This design comes from an exercise in tuning for small area, a short achievable clock period and few clock cycles per item on the open sky130 flow, not from production work. In this exercise RTL edits were held to simulation tests only and were not proved equivalent to the original.

// pfe_bld
module pfe_bld (
    input  wire        clk,
    input  wire        rst,
    input  wire        in_valid,
    output wire        in_ready,
    input  wire [4:0]  in_op,
    input  wire [31:0] in_src,
    input  wire [31:0] in_dst,
    output reg         out_valid,
    input  wire        out_ready,
    output reg  [31:0] out_pix
);
For scale: roughly 9500 cells after synthesis, roughly 540 flip-flops.
Settings: LEC_CHECK=0, CAP_MARGIN=20, CORE_MARGIN=2, CORE_UTILIZATION=40, SETUP_SLACK_MARGIN=5, SLEW_MARGIN=20; clock period 16.0 ns.
run.sh (not shown) runs the stock make flow with config.mk's settings and CLKGATE_MAP_FILE= SYNTH_SCRIPT=/design/flow/synth_recipe.tcl, a recipe that flattens the netlist after the stock synthesis.
Testbench counts at the start, summed over its fixed seeds: cycles 24,838, items 16,384.
Rerun with:
--- a/flow/design.v
+++ b/flow/design.v
@@ -375,76 +375,89 @@
     input  wire        clk,
     input  wire        rst,
     input  wire        in_valid,
     output wire        in_ready,
     input  wire [4:0]  in_op,
     input  wire [31:0] in_src,
     input  wire [31:0] in_dst,
     output reg         out_valid,
     input  wire        out_ready,
     output reg  [31:0] out_pix
 );
     genvar i;
+    reg        vi;
+    reg [4:0]  opi;
+    reg [31:0] srci, dsti;
     reg        v0;
     reg [4:0]  op0;
     reg [31:0] src0, dst0;
     reg        db0;               
     reg        bu0;               
     reg [2:0]  need0;             
     reg        busy0;             
     reg [2:0]  ph;                
     reg [10:0] a1r [0:2];
     reg [2:0]  m1gr;
     reg [9:0]  b2r [0:2];
     reg [2:0]  gr;
     reg [7:0]  den [0:2];
     reg [9:0]  den3 [0:2];
     reg [2:0]  vuse;
     reg        axn0;              
     reg        v1;
     reg        sv;                
+    wire       ldp   = !v0 || (!busy0 && (!v1 || !sv));    
     wire       adv0  = v0 && !busy0 && (!v1 || !sv);
-    assign in_ready  = !v0 || (!busy0 && (!v1 || !sv));
+    assign in_ready  = !vi || ldp;
+    always @(posedge clk) begin
+        if (rst) vi <= 1'b0;
+        else if (in_ready) vi <= in_valid;
+        if (in_ready) begin
+            opi  <= in_op;
+            srci <= in_src;
+            dsti <= in_dst;
+        end
+    end
     wire [7:0] sa = src0[31:24];
     wire [7:0] da = dst0[31:24];
     wire [10:0] pa1 [0:2];
     wire [9:0]  pb2 [0:2];
     wire [2:0]  pm1g, pg, pneed;
     wire [7:0]  pden [0:2];
     generate
         for (i = 0; i < 3; i = i + 1) begin : g_prep
             pfe_bld_prep u_prep (
-                .op(in_op), .s(in_src[8*i +: 8]), .d(in_dst[8*i +: 8]),
-                .sa(in_src[31:24]), .da(in_dst[31:24]),
+                .op(opi), .s(srci[8*i +: 8]), .d(dsti[8*i +: 8]),
+                .sa(srci[31:24]), .da(dsti[31:24]),
                 .a1(pa1[i]), .m1g(pm1g[i]), .b2(pb2[i]), .g(pg[i]),
                 .need(pneed[i]), .den(pden[i])
             );
         end
     endgenerate
     reg  [7:0] rem [0:2];
     reg  [7:0] qs  [0:2];
     reg  [2:0] sat;
     wire [2:0] sat_now;
     wire all_sat = &(sat_now | ~need0);
     always @(posedge clk) begin
         if (rst) v0 <= 1'b0;
-        else if (in_ready) v0 <= in_valid;
-        if (in_ready) begin
-            op0   <= in_op;
-            src0  <= in_src;
-            dst0  <= in_dst;
-            db0   <= (in_op == 5'd7) || (in_op == 5'd8);
-            bu0   <= in_op == 5'd8;
+        else if (ldp) v0 <= vi;
+        if (ldp) begin
+            op0   <= opi;
+            src0  <= srci;
+            dst0  <= dsti;
+            db0   <= (opi == 5'd7) || (opi == 5'd8);
+            bu0   <= opi == 5'd8;
             need0 <= pneed;
-            axn0  <= (in_op == 5'd18) || (in_op == 5'd20);
+            axn0  <= (opi == 5'd18) || (opi == 5'd20);
             busy0 <= |pneed;
         end else begin
             busy0 <= db0 && ((ph == 3'd0) ? (|need0) : (ph == 3'd1) || (ph == 3'd2) || (ph == 3'd4) ||
                                                         (ph == 3'd3 && !all_sat));
         end
     end
     always @(posedge clk) begin
         if (rst) ph <= 3'd0;
         else if (adv0) ph <= 3'd0;
         else if (v0 && db0) begin
             case (ph)
                 3'd0: ph <= (|need0) ? 3'd1 : 3'd0;
@@ -462,27 +475,27 @@
             wire [7:0] d = dst0[8*i +: 8];
             pfe_bld_sa u_sa (
                 .s(s), .a1(a1r[i]), .a1g(a1r[i] & {11{m1gr[i]}}), .sa(sa), .b2(b2r[i]),
                 .gd(d & {8{gr[i]}}), .vr(qs[i] & {8{vuse[i]}}), .vneg(bu0 & vuse[i]),
                 .x(xa[i]), .y(ya[i])
             );
             wire [7:0] r1, q1, r2, q2;
             pfe_bld_dstep4 u_d1 (.rem_i(rem[i]), .qs_i(qs[i]), .den(den[i]), .den3(den3[i]), .rem_o(r1), .qs_o(q1));
             pfe_bld_dstep4 u_d2 (.rem_i(r1), .qs_i(q1), .den(den[i]), .den3(den3[i]), .rem_o(r2), .qs_o(q2));
             assign sat_now[i] = sat[i] | (qs[i] >= da);
             wire [9:0] b_fin = bu0 ? (sat_now[i] ? ~{2'b0, d} + 10'd1 : {2'b0, da} - {2'b0, d} - {2'b0, qs[i]})
                                    : (sat_now[i] ? {2'b0, da} - {2'b0, d} : {2'b0, qs[i]} - {2'b0, d});
-            wire ld = need0[i] && !in_ready;
+            wire ld = need0[i] && !ldp;
             always @(posedge clk) begin
-                if (in_ready) begin
+                if (ldp) begin
                     a1r[i]  <= pa1[i];
                     m1gr[i] <= pm1g[i];
                     b2r[i]  <= pb2[i];
                     gr[i]   <= pg[i];
                     den[i]  <= pden[i];
                     vuse[i] <= 1'b0;
                 end else if (ld && ph == 3'd2) begin
                     a1r[i]  <= 11'd0;
                     m1gr[i] <= 1'b0;
                     b2r[i]  <= {2'b0, r2};
                     gr[i]   <= 1'b0;
                 end else if (ld && ph == 3'd3) begin
The new run produced a clean layout. Clock skew came out lower by 0.014 ns. Register-to-register slack gains 0.11 ns. Global-route usage came out lower by 0.83 points. Critical path depth came out lower by 4. Utilization barely changes. Via count came out higher by 0.58%. Cell area came out higher by 2.4%. Setup slack gains 2.4 ns. Non-clock buffer count came out lower by 8.
Testbench counts after the change, summed over its fixed seeds: cycles 24,846, items 16,384.

pfe_bld, a different RTL version from the one above (not shown whole).
Size in the first run: about 9200 cells after synthesis, ~110 I/O pins, about 86000 um^2 of cells after synthesis.
Settings: LEC_CHECK=0, CAP_MARGIN=20, CORE_MARGIN=2, CORE_UTILIZATION=40, SETUP_SLACK_MARGIN=5, SLEW_MARGIN=20; clock period 16.0 ns.
The first run completed with no timing, DRC or antenna violations.
Testbench counts at the start, summed over its fixed seeds: cycles 24,846, items 16,384.
Rerun with:
--- a/flow/design.v
+++ b/flow/design.v
@@ -479,14 +479,15 @@
                 .x(xa[i]), .y(ya[i])
             );
             wire [7:0] r1, q1, r2, q2;
             pfe_bld_dstep4 u_d1 (.rem_i(rem[i]), .qs_i(qs[i]), .den(den[i]), .den3(den3[i]), .rem_o(r1), .qs_o(q1));
             pfe_bld_dstep4 u_d2 (.rem_i(r1), .qs_i(q1), .den(den[i]), .den3(den3[i]), .rem_o(r2), .qs_o(q2));
             assign sat_now[i] = sat[i] | (qs[i] >= da);
-            wire [9:0] b_fin = bu0 ? (sat_now[i] ? ~{2'b0, d} + 10'd1 : {2'b0, da} - {2'b0, d} - {2'b0, qs[i]})
-                                   : (sat_now[i] ? {2'b0, da} - {2'b0, d} : {2'b0, qs[i]} - {2'b0, d});
+            wire       bw   = bu0 & !sat_now[i];
+            wire [9:0] f_p  = bu0 ? (sat_now[i] ? 10'd0 : {2'b0, da}) : (sat_now[i] ? {2'b0, da} : {2'b0, qs[i]});
+            wire [9:0] b_fin = ~{2'b0, d} + f_p + (bw ? ~{2'b0, qs[i]} : 10'd0) + {8'd0, bw, !bw};
             wire ld = need0[i] && !ldp;
             always @(posedge clk) begin
                 if (ldp) begin
                     a1r[i]  <= pa1[i];
                     m1gr[i] <= pm1g[i];
                     b2r[i]  <= pb2[i];
After rerunning: The changed run completed with no timing, DRC or antenna violations. Utilization hardly moves. Worst hold slack is better by 0.016 ns. Cell count decreases slightly. Global-route usage is lower by 0.74 points. Area after synthesis went down slightly. Design area drops slightly. Worst setup slack gets worse by 0.037 ns. Critical path depth grows by 4.
Testbench counts after the change, summed over its fixed seeds: cycles 24,846, items 16,384.

Another version of the RTL of pfe_bld (not shown whole).
Size in the first run: about 9400 cells after synthesis, about 740 flip-flops, about 110 I/O pins, roughly 90000 sq um of cells after synthesis.
==> flow/config.mk <==
export PLATFORM = sky130hd
export DESIGN_NAME = pfe_bld
export DESIGN_NICKNAME = pfe_bld
export VERILOG_FILES = /design/flow/design.v
export SDC_FILE = /design/flow/constraint.sdc
export NUM_CORES = 4
export LEC_CHECK = 0
export CAP_MARGIN = 20
export CORE_MARGIN = 2
export CORE_UTILIZATION = 40
export SLEW_MARGIN = 20
==> flow/constraint.sdc <==
create_clock -name core_clock -period 16.0 [get_ports {clk}]
set_input_delay 3.2000 -clock core_clock [delete_from_list [all_inputs] [get_ports {clk}]]
set_output_delay 3.2000 -clock core_clock [all_outputs]
set_load 0.01 [all_outputs]
standard.sh (not shown) runs the stock make flow with config.mk's settings and CLKGATE_MAP_FILE= SYNTH_SCRIPT=/design/flow/synth_recipe.tcl, a recipe that flattens the netlist after the stock synthesis.
==> flow/flow/run.sh <==
#!/bin/bash
set -euo pipefail
bash standard.sh SETUP_SLACK_MARGIN=10 finish > standard.log 2>&1
Testbench counts at the start, summed over its fixed seeds: cycles 23,653, items 16,384.
Change:
--- a/flow/design.v
+++ b/flow/design.v
@@ -243,61 +243,59 @@
     input  wire        fm,      
     input  wire [7:0]  s,
     input  wire [7:0]  d,
     input  wire        ks,      
     input  wire        kd,      
     input  wire [1:0]  am,      
     input  wire        mn,      
     input  wire        bm,      
     input  wire        dk,      
     input  wire        lt,      
     output wire [12:0] ra,
     output wire [12:0] rb,
-    output wire [10:0] tbo,
     output wire [7:0]  ca,
     output wire        use_alt
 );
     wire        vn  = fm & dv[8];
     wire [18:0] yv  = y + ({11'd0, dv[7:0] & {8{fm}}} ^ {19{vn}}) + {18'd0, vn};
     wire [16:0] txs = {1'b0, x} + {9'b0, x[15:8]} + 17'd128;
     wire [8:0]  tx  = txs[16:8];
     wire [18:0] tys = yv + {{8{yv[18]}}, yv[18:8]} + 19'd128;
     wire [10:0] ty  = tys[18:8];
     wire [19:0] f = {y[18], y} + {4'hf, ~x} + {4'h0, s, d} + {4'hf, ~d, ~s} + {18'd0, ~lt, lt};
     assign use_alt = dk ? !f[19] : (lt & f[19]);
     wire y_lt_x = y[15:0] < x;
     wire [8:0]  u  = (mn && y_lt_x) ? ty[8:0] : tx;
     reg  [12:0] ta;
     always @* case (am)
         2'd0: ta = 13'd0;
         2'd1: ta = {4'b0, u};
         2'd2: ta = ~{4'b0, u};
         default: ta = ~{3'b0, u, 1'b0};
     endcase
     wire [12:0] k  = ({5'b0, s} & {13{ks}}) + ({5'b0, d} & {13{kd}}) + {12'd0, am[1]};
-    assign ra = k;
-    assign rb = ta;
-    assign tbo = ty & {11{bm}};
+    wire [12:0] tb = {{2{ty[10]}}, ty} & {13{bm}};
+    assign ra = k ^ ta ^ tb;
+    assign rb = {((k & ta) | (k & tb) | (ta & tb)), 1'b0};
     wire [9:0]  al = {2'b0, d} + {1'b0, tx};
     assign ca = (al[9:8] != 2'd0) ? 8'd255 : al[7:0];
 endmodule
 module pfe_bld_sb2 (
     input  wire [12:0] ra,
     input  wire [12:0] rb,
-    input  wire [10:0] tb,
     input  wire [7:0]  ca,
     input  wire        use_alt,
     output wire [7:0]  res
 );
-    wire [12:0] r  = ra + rb + {{2{tb[10]}}, tb};
+    wire [12:0] r  = ra + rb;
     wire [7:0]  cm = r[12] ? 8'd0 : (r[11:8] != 4'd0) ? 8'd255 : r[7:0];
     assign res = use_alt ? ca : cm;
 endmodule
 module pfe_bld_dstep4 (
     input  wire [7:0] rem_i,
     input  wire [7:0] qs_i,
     input  wire [7:0] den,
     input  wire [9:0] den3,
     output wire [7:0] rem_o,
     output wire [7:0] qs_o
 );
     wire [9:0]  xx = {rem_i, qs_i[7:6]};
@@ -575,66 +573,63 @@
                        begin aka1 <= 2'd3; aam1 <= 2'd2; end
                 5'd16: begin aka1 <= 2'd1; abm1 <= 1'b1; end
                 5'd17, 5'd18: aam1 <= 2'd1;
                 5'd19: aka1 <= 2'd2;
                 5'd20: begin aam1 <= 2'd1; abm1 <= 1'b1; end
                 default: ;
             endcase
         end
     end
     wire [12:0] bra [0:2];
     wire [12:0] brb [0:2];
     wire [7:0]  bca [0:2];
-    wire [10:0] btb [0:2];
     wire [2:0]  balt;
     generate
         for (i = 0; i < 3; i = i + 1) begin : g_sb1
             pfe_bld_sb1 u_sb1 (
                 .x(x1[i]), .y(y1[i]), .dv(x1[i][8:0]), .fm(fm1),
                 .s(c1s[8*i +: 8]), .d(c1d[8*i +: 8]),
                 .ks(ks1), .kd(kd1), .am(am1), .mn(mn1), .bm(bm1), .dk(dk1), .lt(lt1),
-                .ra(bra[i]), .rb(brb[i]), .tbo(btb[i]), .ca(bca[i]), .use_alt(balt[i])
+                .ra(bra[i]), .rb(brb[i]), .ca(bca[i]), .use_alt(balt[i])
             );
         end
     endgenerate
     wire [16:0] txas = {1'b0, xal1} + {9'b0, xal1[15:8]} + 17'd128;
     wire [16:0] tyas = {1'b0, yal1} + {9'b0, yal1[15:8]} + 17'd128;
     wire [8:0]  txa  = txas[16:8];
     wire [8:0]  tya  = tyas[16:8];
     wire [9:0]  ta_a = (aam1 == 2'd1) ? {1'b0, txa} : (aam1 == 2'd2) ? -{1'b0, txa} : 10'd0;
     wire [9:0]  a    = (aka1[0] ? {2'b0, sa1} : 10'd0) + (aka1[1] ? {2'b0, da1} : 10'd0) + ta_a +
                        (abm1 ? {1'b0, tya} : 10'd0);
     reg [12:0] ra2 [0:2];
     reg [12:0] rb2 [0:2];
     reg [7:0]  ca2 [0:2];
-    reg [10:0] tb2 [0:2];
     reg [2:0]  alt2;
     reg [9:0]  a2;
     always @(posedge clk) begin
         if (rst) v2 <= 1'b0;
         else if (adv1) v2 <= 1'b1;
         else if (fire2) v2 <= 1'b0;
         if (adv1) begin
             ra2[0] <= bra[0]; ra2[1] <= bra[1]; ra2[2] <= bra[2];
             rb2[0] <= brb[0]; rb2[1] <= brb[1]; rb2[2] <= brb[2];
             ca2[0] <= bca[0]; ca2[1] <= bca[1]; ca2[2] <= bca[2];
-            tb2[0] <= btb[0]; tb2[1] <= btb[1]; tb2[2] <= btb[2];
             alt2 <= balt;
             a2 <= a;
         end
     end
     wire [7:0] res [0:2];
     generate
         for (i = 0; i < 3; i = i + 1) begin : g_sb2
-            pfe_bld_sb2 u_sb2 (.ra(ra2[i]), .rb(rb2[i]), .tb(tb2[i]), .ca(ca2[i]), .use_alt(alt2[i]), .res(res[i]));
+            pfe_bld_sb2 u_sb2 (.ra(ra2[i]), .rb(rb2[i]), .ca(ca2[i]), .use_alt(alt2[i]), .res(res[i]));
         end
     endgenerate
     wire [7:0]  ra   = (a2[9:8] != 2'd0) ? 8'd255 : a2[7:0];
     wire [31:0] pix2 = {ra, res[2], res[1], res[0]};
     reg  [31:0] spix;
     wire ofree = !out_valid || out_ready;
     always @(posedge clk) begin
         if (rst) begin
             out_valid <= 1'b0;
             sv <= 1'b0;
         end else if (ofree) begin
             out_valid <= sv || fire2;
Effect:
- utilization grows by 0.41 points
- via count drops slightly
- non-clock buffer count climbs by 33
- worst setup slack gets worse by 290 ps
- routed wire length came out lower slightly
- clock-buffer cell count drops by 7
- die area shrinks slightly
Testbench counts after the change, summed over its fixed seeds: cycles 23,653, items 16,384.

-- what the ideal ports hide --
No port has a modelled driver above. Below, the same layouts with a new extraction and two added sets of constraints.
Step 1, drivers: a clkbuf_16 drives clk and a buf_2 each remaining input, both assumed.
Step 2, shift: input delay + t, output delay - t, t = (earliest + latest rising clock arrival at the registers) / 2. This alone moves slack from input paths to output paths.
Slacks: ideal ports / drivers / drivers and shift; pairs: ideal ports / drivers.
run	t, ns	slack for setup (ns)	worst register clock-pin slew, ns	worst data-port slew with drivers (ns)
the first run of note 1	0.783	6.082 / 6.149 / 5.366	0.07 / 0.07	0.04
the second run of note 1	0.799	8.443 / 8.443 / 8.443	0.08 / 0.08	0.09
the first run of note 2	0.816	8.943 / 8.943 / 8.943	0.07 / 0.07	0.10
the second run of note 2	0.776	8.906 / 8.906 / 8.906	0.08 / 0.08	0.04
the first run of note 3	0.824	10.053 / 10.032 / 10.053	0.07 / 0.07	0.17
the second run of note 3	0.834	9.767 / 9.767 / 9.767	0.07 / 0.07	0.13
After both steps every run listed still meets setup and hold. For the first run of note 1, which loses most, drivers alone change the setup slack by +0.067 ns; drivers and shift together by -0.716 ns.
